Background: an optimization exercise with open tools, aiming at small area, a short achievable clock period and few clock cycles per item. Do not read the settings as production practice.
In this exercise RTL edits were held to simulation tests only and were not proved equivalent to the original.

==> inputs of exp/pepper <==
Design bc5_block_decoder, start of the top module:
module bc5_block_decoder (
    input  wire         clk,
    input  wire         rst,
    input  wire         in_valid,
    output wire         in_ready,
    input  wire [63:0]  in_red,
    input  wire [63:0]  in_green,
    input  wire         in_normal,
    output wire         out_valid,
    input  wire         out_ready,
    output wire [383:0] out_rgb
);
    function [24:0] rne24;
        input [23:0] m;
        input        g;
        input        st;
        begin
            rne24 = {1'b0, m} + {24'd0, g & (st | m[0])};
        end
    endfunction
    function [30:0] f_prod;
        input [7:0] a;
        input [2:0] w;
        reg [2:0]  p;
        reg [7:0]  ar;
        reg [24:0] m0;
        reg [26:0] pp;
        reg [23:0] mt;
        reg        g, st;
        reg [5:0]  e;
        reg [24:0] r;
        integer k;
        begin
            p = 3'd0;
            for (k = 0; k < 8; k = k + 1)
  ...
clock: 16.0 ns
lec_check: 0
abc_area: 1
cap_margin: 40
core_margin: 2
core_utilization: 40
place_density: 0.92
slew_margin: 60
run.sh (not shown) runs the stock make flow with config.mk's settings and CLKGATE_MAP_FILE= SYNTH_SCRIPT=/design/flow/synth_recipe.tcl, a recipe that flattens the netlist after the stock synthesis.
==> exp/nickel: changes against exp/pepper <==
Settings changed: PLACE_DENSITY 0.92 to 0.75.
==> exp/maple: changes against exp/pepper <==
--- a/flow/design.v
+++ b/flow/design.v
@@ -1624,13 +1624,13 @@
     reg  [4:0]   cap;                
     reg  [63:0]  ir_red, ir_green;
     reg          ir_normal;
     reg  [NST-1:0] vld;
     reg  [383:0] out_sr;
     wire         ov      = cap[4];
-    reg          rdy;                
+    wire         rdy     = !fsrc && (fidx == 4'd15) && !outst[1];
     assign in_ready  = rdy;
     assign out_valid = ov;
     assign out_rgb   = out_sr;
     wire         acc     = in_valid && rdy;
     wire         take    = ov && out_ready;
     wire         res_v   = vld[NST-1];
@@ -1638,37 +1638,41 @@
     wire         cap_in  = res_v && (!ov || out_ready);
     wire         feed    = fsrc || (in_valid && (fidx != 4'd15 || !outst[1]));
     wire [1:0]   outst_n = outst + {1'b0, acc} - {1'b0, take};
     wire [63:0]  src_r = fsrc ? ir_red   : in_red;
     wire [63:0]  src_g = fsrc ? ir_green : in_green;
     wire         src_n = fsrc ? ir_normal : in_normal;
-    wire [3:0]   fidx_n  = rst ? 4'd0 : flush ? 4'd0 : feed ? fidx + 4'd1 : fidx;
-    wire         fsrc_n  = rst ? 1'b0 : flush ? outst_n[1] : (feed && fidx == 4'd15) ? 1'b0 : fsrc;
-    wire [1:0]   outst_r = rst ? 2'd0 : outst_n;
     always @(posedge clk) begin
         if (acc) begin
             ir_red    <= in_red;
             ir_green  <= in_green;
             ir_normal <= in_normal;
         end
-        fidx  <= fidx_n;
-        fsrc  <= fsrc_n;
-        outst <= outst_r;
-        rdy   <= !fsrc_n && (fidx_n == 4'd15) && !outst_r[1];
         if (rst) begin
+            fidx  <= 4'd0;
+            fsrc  <= 1'b0;
+            outst <= 2'd0;
             cap   <= 5'd0;
             vld   <= {NST{1'b0}};
         end else begin
+            outst <= outst_n;
             if (take)
                 cap <= {4'd0, cap_in};
             else if (cap_in)
                 cap <= cap + 5'd1;
-            if (flush)
-                vld <= {NST{1'b0}};
-            else
+            if (flush) begin
+                vld  <= {NST{1'b0}};
+                fidx <= 4'd0;
+                fsrc <= outst_n[1];
+            end else begin
                 vld <= {vld[NST-2:0], feed};
+                if (feed) begin
+                    fidx <= fidx + 4'd1;
+                    if (fidx == 4'd15) fsrc <= 1'b0;
+                end
+            end
         end
         if (cap_in)
             out_sr <= {res, out_sr[383:24]};
     end
     reg [7:0] s0_ar, s0_br, s0_ag, s0_bg;
     reg [2:0] s0_cr, s0_cg;
Settings changed: PLACE_DENSITY 0.92 to default.
==> results.txt <==
The lowest first-iteration DRC count belongs to exp/maple, the highest to exp/pepper. Of exp/pepper and exp/nickel, exp/nickel has the higher critical path depth (gap 5). In cell count, exp/pepper and exp/nickel hardly differ. Of exp/maple and exp/pepper, exp/pepper has the higher maximum frequency (gap about 2.3%, measured against exp/pepper). Hold slack: exp/maple is higher than exp/nickel (0.030 ns).
==> figures <==
Run status: exp/nickel timing/DRC/antenna clean; exp/pepper timing/DRC/antenna clean; exp/maple timing/DRC/antenna clean
Sequential share of the synthesized area: exp/nickel 0.379; exp/pepper 0.379; exp/maple 0.380
Worst-path cell with the longest stage delay: exp/nickel dfxtp_1; exp/pepper ha_2; exp/maple clkdlybuf4s50_1
Area enclosed by the die boundary: exp/nickel 0.350 mm²; exp/pepper 0.350 mm²; exp/maple 0.349 mm²
Period utilization: exp/nickel 0.353; exp/pepper 0.394; exp/maple 0.403
Clock sinks: exp/nickel 2358; exp/pepper 2358; exp/maple 2357
Adder and majority cell fraction of the synthesized area: exp/nickel 0.132; exp/pepper 0.132; exp/maple 0.132
Starting density of the core: exp/nickel 0.402; exp/pepper 0.402; exp/maple 0.401
Total standard cell area after synthesis: exp/nickel 0.138 mm²; exp/pepper 0.138 mm²; exp/maple 0.138 mm²
Top cell by count, worst path: exp/nickel nand2_1; exp/pepper inv_1; exp/maple -
Total of fill cells in the finished design: exp/nickel 33100; exp/pepper 31500; exp/maple 34200
Number of sequential storage elements: exp/nickel 2358; exp/pepper 2358; exp/maple 2357
Testbench counts of exp/pepper, summed over its fixed seeds: cycles 7,872, items 480.
Testbench counts of exp/nickel, summed over its fixed seeds: cycles 7,872, items 480.
Testbench counts of exp/maple, summed over its fixed seeds: cycles 7,872, items 480.

* * *

==> run a <==
bc5_block_decoder, a different RTL version from the one above (not shown whole).
Settings: LEC_CHECK=0, ABC_AREA=1, CAP_MARGIN=40, CORE_MARGIN=2, CORE_UTILIZATION=40, SLEW_MARGIN=60; clock period 16.0 ns.
==> run b: changes against run a <==
--- a/flow/design.v
+++ b/flow/design.v
@@ -1572,67 +1572,104 @@
                 end else begin
                     r  = {r[6:0], 1'b0};
                 end
             end
             f_isq2 = {r, rm[9:0]};
         end
     endfunction
-    localparam NST = 22;             
+    function [17:0] f_isq1;
+        input [17:0] st;
+        input [1:0]  xb;
+        reg [7:0]  r;
+        reg [17:0] rm, tr;
+        begin
+            r  = st[17:10];
+            rm = {6'd0, st[9:0], xb};
+            tr = {8'd0, r, 2'b01};
+            if (rm >= tr) begin
+                rm = rm - tr;
+                r  = {r[6:0], 1'b1};
+            end else begin
+                r  = {r[6:0], 1'b0};
+            end
+            f_isq1 = {r, rm[9:0]};
+        end
+    endfunction
+    function [7:0] f_isqL;
+        input [21:0] v;
+        input [17:0] h;
+        input [2:0]  dd;
+        reg [17:0] t;
+        reg [7:0]  r;
+        reg [9:0]  rm;
+        reg        near, cz;
+        begin
+            t  = f_isq1(h, v[1:0]);
+            r  = t[17:10];
+            rm = t[9:0];
+            case (dd)
+                3'd1: cz = v[17];
+                3'd2: cz = v[18];
+                3'd3: cz = v[19];
+                3'd4: cz = v[20];
+                default: cz = 1'b0;
+            endcase
+            near = (rm == {1'b0, r, 1'b0}) && !r[0] && cz;
+            f_isqL = v[21] ? 8'd127 + {1'b0, r[7:1]} + {7'd0, r[0] | near} : 8'd127;
+        end
+    endfunction
+    localparam NST = 23;             
     reg  [3:0]   fidx;               
     reg          fsrc;               
     reg  [1:0]   outst;              
     reg  [4:0]   cap;                
     reg  [63:0]  ir_red, ir_green;
     reg          ir_normal;
     reg  [NST-1:0] vld;
     reg  [383:0] out_sr;
     wire         ov      = cap[4];
-    wire         rdy     = !fsrc && (fidx == 4'd15) && !outst[1];
+    reg          rdy;                
     assign in_ready  = rdy;
     assign out_valid = ov;
     assign out_rgb   = out_sr;
     wire         acc     = in_valid && rdy;
     wire         take    = ov && out_ready;
     wire         res_v   = vld[NST-1];
     wire         flush   = res_v && ov && !out_ready;
     wire         cap_in  = res_v && (!ov || out_ready);
     wire         feed    = fsrc || (in_valid && (fidx != 4'd15 || !outst[1]));
     wire [1:0]   outst_n = outst + {1'b0, acc} - {1'b0, take};
     wire [63:0]  src_r = fsrc ? ir_red   : in_red;
     wire [63:0]  src_g = fsrc ? ir_green : in_green;
     wire         src_n = fsrc ? ir_normal : in_normal;
+    wire [3:0]   fidx_n  = rst ? 4'd0 : flush ? 4'd0 : feed ? fidx + 4'd1 : fidx;
+    wire         fsrc_n  = rst ? 1'b0 : flush ? outst_n[1] : (feed && fidx == 4'd15) ? 1'b0 : fsrc;
+    wire [1:0]   outst_r = rst ? 2'd0 : outst_n;
     always @(posedge clk) begin
         if (acc) begin
             ir_red    <= in_red;
             ir_green  <= in_green;
             ir_normal <= in_normal;
         end
+        fidx  <= fidx_n;
+        fsrc  <= fsrc_n;
+        outst <= outst_r;
+        rdy   <= !fsrc_n && (fidx_n == 4'd15) && !outst_r[1];
         if (rst) begin
-            fidx  <= 4'd0;
-            fsrc  <= 1'b0;
-            outst <= 2'd0;
             cap   <= 5'd0;
             vld   <= {NST{1'b0}};
         end else begin
-            outst <= outst_n;
             if (take)
                 cap <= {4'd0, cap_in};
             else if (cap_in)
                 cap <= cap + 5'd1;
-            if (flush) begin
-                vld  <= {NST{1'b0}};
-                fidx <= 4'd0;
-                fsrc <= outst_n[1];
-            end else begin
+            if (flush)
+                vld <= {NST{1'b0}};
+            else
                 vld <= {vld[NST-2:0], feed};
-                if (feed) begin
-                    fidx <= fidx + 4'd1;
-                    if (fidx == 4'd15) fsrc <= 1'b0;
-                end
-            end
         end
         if (cap_in)
             out_sr <= {res, out_sr[383:24]};
     end
     reg [7:0] s0_ar, s0_br, s0_ag, s0_bg;
     reg [2:0] s0_cr, s0_cg;
     reg       s0_nm;
@@ -1909,18 +1946,32 @@
         s19_nm  <= s18_nm;
         s20_q_r <= s19_q_r;
         s20_q_g <= s19_q_g;
         s20_b   <= s19_b;
         s20_h   <= f_isq2(s19_h, s19_b[7:4]);
         s20_nm  <= s19_nm;
     end
-    reg [23:0] s21_res;
+    reg [7:0]  s21_q_r, s21_q_g;
+    reg [21:0] s21_b;
+    reg [17:0] s21_h;
+    reg [2:0]  s21_dd;
+    reg        s21_nm;
+    wire [17:0] h21 = f_isq1(s20_h, s20_b[3:2]);
+    always @(posedge clk) begin
+        s21_q_r <= s20_q_r;
+        s21_q_g <= s20_q_g;
+        s21_b   <= s20_b;
+        s21_h   <= h21;
+        s21_dd  <= f_dtab(h21[16:10]);
+        s21_nm  <= s20_nm;
+    end
+    reg [23:0] s22_res;
     always @(posedge clk)
-        s21_res <= {s20_nm ? f_isqF(s20_b, s20_h) : 8'd0, s20_q_g, s20_q_r};
-    wire [23:0] res = s21_res;
+        s22_res <= {s21_nm ? f_isqL(s21_b, s21_h, s21_dd) : 8'd0, s21_q_g, s21_q_r};
+    wire [23:0] res = s22_res;
 endmodule
 module sq24_csa (
     input  wire [23:0] x,
     output wire [47:0] s,
     output wire [47:0] c
 );
     wire w1 = (x[0] & x[17]) ^ (x[1] & x[16]);
==> run c: changes against run a <==
==> flow/config.mk (replaced) <==
export PLATFORM = sky130hd
export DESIGN_NAME = bc5_block_decoder
export DESIGN_NICKNAME = bc5_block_decoder
export VERILOG_FILES = /design/flow/design.v
export SDC_FILE = /design/flow/constraint.sdc
export NUM_CORES = 4
export LEC_CHECK = 0
export ABC_AREA = 1
export CAP_MARGIN = 20
export CORE_MARGIN = 2
export CORE_UTILIZATION = 40
export SLEW_MARGIN = 60
==> flow_summary_export.csv <==
group,metric,value,unit
critical_path,cp_data_required_time,16.57,ns
critical_path,timing.rr.end,"s10_n_g[22]",
sta,hold_ws,0.278,ns
die,die_area,350000,sq um
layout,fillCellCount,34200,
status,status,"timing/DRC/antenna clean",
layout,nNetsFinal,19600,
global_route,grtUsageMet1,26.9,%
route,wl_met2,173,mm
The numbers above come from run b.

==> flow_summary_export.csv <==
group,metric,value,unit
die,die_area,346000,sq um
global_route,grtUsageMet1,26.0,%
critical_path,timing.rr.end,"s6_d_g[12]",
status,status,"timing/DRC/antenna clean",
route,wl_met2,169,mm
critical_path,cp_data_required_time,12.80,ns
layout,fillCellCount,33700,
layout,nNetsFinal,19500,
The numbers above come from run a.

==> flow_summary_export.csv <==
group,metric,value,unit
critical_path,timing.rr.end,"s6_d_g[12]",
die,die_area,346000,sq um
route,wl_met2,169,mm
critical_path,cp_data_required_time,12.80,ns
sta,hold_ws,0.302,ns
global_route,grtUsageMet1,26.0,%
status,status,"timing/DRC/antenna clean",
layout,fillCellCount,33700,
The numbers above come from run c.

Testbench counts of run a, summed over its fixed seeds: cycles 7,864, items 480.
Testbench counts of run b, summed over its fixed seeds: cycles 7,872, items 480.
Testbench counts of run c, summed over its fixed seeds: cycles 7,864, items 480.

==> re-timing with driven ports <==
In the flow no input, the clock included, has a driving cell. The finished layouts below were timed again as built, in two steps. Step 1: set_driving_cell puts a clkbuf_16 on clk and a buf_2 on each other input, an assumption about the parent block. Step 2 times the ports against the registers' clock, not the clock port: input delays grow and output delays shrink by t, the midpoint of the rising clock arrivals with the driver on. a / b / c = ideal ports / drivers / drivers and shift; a / b = the first two.
| run | shift t [ns] | setup WS [ns] | worst setup path after step 2 | pins driven straight from the clock port |
|---|---|---|---|---|
| exp/pepper | 1.010 | 9.699 / 9.699 / 8.821 | input to register | 1 |
| exp/nickel | 1.012 | 10.348 / 10.341 / 9.461 | input to register | 1 |
| exp/maple | 0.990 | 9.549 / 9.442 / 8.933 | input to register | 1 |
| run a | 0.982 | 9.559 / 9.452 / 9.912 | input to register | 1 |
| run b | 0.970 | 10.224 / 10.251 / 9.331 | input to register | 1 |
| run c | 0.982 | 9.559 / 9.452 / 9.912 | input to register | 1 |
After both steps setup and hold are still met in every run listed. For run b, which loses most, drivers alone change the setup slack by +0.027 ns; drivers and shift together by -0.893 ns.
